Background: an optimization exercise with open tools, aiming at small area. Do not read the settings as production practice.
RTL that was checked went through simulation tests only; none was proved equivalent to the original.
Power figures rest on the tool's default switching activity, not on a simulated workload.

Design msf60_decoder, start of the top module:
module msf60_decoder (
    input  wire        clk,
    input  wire        rst,
    input  wire [15:0] cfg_padding_ms,           
    input  wire        cfg_carrier_off_level,
    input  wire        edge_valid,
    input  wire        edge_level,
    input  wire [31:0] edge_time_ms,
    output wire        edge_ready,
    output reg         time_available,
    output reg  [2:0]  parity_outcome,
    output wire [7:0]  frame_length_seconds,
    output wire [1:0]  leap_second_indicator,
    output wire [7:0]  lf_minute_bcd,
    output wire [7:0]  lf_hour_bcd,
    output wire [7:0]  lf_weekday_bcd,
    output wire [7:0]  lf_date_bcd,
    output wire [7:0]  lf_month_bcd,
    output wire [7:0]  lf_year_bcd,
    output reg         lf_dst_active,
    output reg         lf_dst_imminent,
    output wire [15:0] lf_dut1_positive_ms,
    output wire [15:0] lf_dut1_negative_ms,
    output wire [1:0]  lf_leap_second_indicator,
    output wire [7:0]  lf_frame_length_seconds,
    output wire [63:0] lf_epoch_seconds
);
Size: about 1300 cells after synthesis, ~260 flip-flops, roughly 0.013 mm² of cells after synthesis.
Settings: LEC_CHECK=0, CAP_MARGIN=20, CORE_MARGIN=2, CORE_UTILIZATION=40, CTS_BUF_LIST=sky130_fd_sc_hd__clkbuf_8, CTS_CLUSTER_DIAMETER=60, CTS_CLUSTER_SIZE=20, SLEW_MARGIN=20; clock period 15.0 ns.
run.sh (not shown) runs the stock make flow with config.mk's settings and CLKGATE_MAP_FILE= SYNTH_SCRIPT=/design/flow/synth_recipe.tcl, a recipe that flattens the netlist after the stock synthesis.
Next try:
--- a/flow/design.v
+++ b/flow/design.v
@@ -148,33 +148,31 @@
     wire       adj   = is_leap && (mo[4] || mo[3:0] > 4'd2);
     wire [8:0] mdb =
         (mo == 5'h02) ? 9'd31  : (mo == 5'h03) ? 9'd59  : (mo == 5'h04) ? 9'd90  :
         (mo == 5'h05) ? 9'd120 : (mo == 5'h06) ? 9'd151 : (mo == 5'h07) ? 9'd181 :
         (mo == 5'h08) ? 9'd212 : (mo == 5'h09) ? 9'd243 :
         (mo == 5'h0A || mo == 5'h10) ? 9'd273 :
         (mo == 5'h0B || mo == 5'h11) ? 9'd304 :
         (mo == 5'h0C || mo == 5'h12) ? 9'd334 : 9'd0;    
-    localparam [63:0] K10956 = 64'd10956;
-    wire kconst_bit = y2d ? (K10956[i] ^ (i == 6'd0 && adj)) :
-                      (i == 6'd0) ? !(adj ^ gt130) : (!adj || gt130);
+    wire [32:0] kconst = y2d ? (33'd10956 + {32'd0, adj}) : ({32'd0, adj} - 33'd1 - {32'd0, gt130});
     wire       r  = epoch[0];
     wire [5:0] i  = bitc;
     reg        addend;
     reg        e0, e1, e2, e3, e6;
     always @(*) begin
         addend = 1'b0;
         e0 = 1'b0; e1 = 1'b0; e2 = 1'b0; e3 = 1'b0; e6 = 1'b0;
         case (pass)
             5'd0:  begin addend = (i < 6'd4) && yt[i[1:0]]; end
             5'd1:  begin e3 = 1'b1; e1 = 1'b1; addend = (i < 6'd4) && yu[i[1:0]]; end
             5'd2:  begin e2 = 1'b1; e0 = 1'b1; end
             5'd3:  begin e6 = 1'b1; e3 = 1'b1; e0 = 1'b1;
                          addend = (i >= 6'd1) && (i <= 6'd4) && yt[i[1:0] - 2'd1]; end
-            5'd4:  begin e0 = 1'b1; addend = kconst_bit; end
+            5'd4:  begin e0 = 1'b1; addend = kconst[i]; end
             5'd5:  begin e0 = 1'b1; addend = (i < 6'd9) && mdb[i[3:0]]; end
             5'd6:  begin e0 = 1'b1; addend = (i < 6'd4) && g[i[1:0]]; end
             5'd7:  begin e0 = 1'b1; addend = (i == 6'd3 && dt[4]) || (i == 6'd4 && dt[5]); end
             5'd8:  begin e0 = 1'b1; addend = (i == 6'd1 && dt[4]) || (i == 6'd2 && dt[5]); end
             5'd9:  begin e0 = 1'b1; addend = (i < 6'd4) && dt[i[1:0]]; end
             5'd10: begin e1 = 1'b1; e0 = 1'b1; addend = (i < 6'd2) && hr[4 + i[0]]; end
             5'd11: begin e2 = 1'b1; addend = (i < 6'd2) && hr[4 + i[0]]; end
             5'd12: begin e1 = 1'b1; addend = (i < 6'd4) && hr[i[1:0]]; end
Result:
- routed wire length went down by 3.9%
- via count goes down by 3.8%
- die area went down by 0.34%
- design area is about the same
- worst setup slack is better by 390 ps
- sequential share of layout area rose by 0.13 points
- hold slack stays flat
- sequential power went up by about 0.8%
- synthesized cell count goes down by 4.1%
- non-clock buffer count shrinks by 3
- utilization barely changes
- first-iteration DRC count drops by 22%
- combinational power is about the same
Only the layout flow was run in the second run of this note; the RTL was not checked for function there.

static timing again, ports no longer ideal:
In the flow no input, the clock included, has a driving cell. The finished layouts below were timed again as built, in two steps.
Step 1 assumes that a clkbuf_16 drives the clock port and a buf_2 every other input.
Step 2 also shifts input and output timing later by t, the mid clock arrival at the registers, as if the neighbouring blocks saw the same clock.
Slacks: ideal ports / drivers / drivers and shift; pairs: ideal ports / drivers.
run | t (ns) | slack for setup (ns) | hold WS [ns] | worst setup path after step 2 | worst data-port slew with drivers (ns)
the first run | 0.625 | 0.548 / 0.569 / -0.056 | 0.415 / 0.415 / 0.415 | input to register | 0.04
the second run | 0.605 | 0.938 / 0.957 / 0.351 | 0.417 / 0.417 / 0.417 | input to register | 0.04
With both steps, setup timing fails in the first run, where it was met with ideal ports. The setup slack of the first run, which loses most, moves by +0.021 ns with the drivers and by -0.604 ns with both steps.
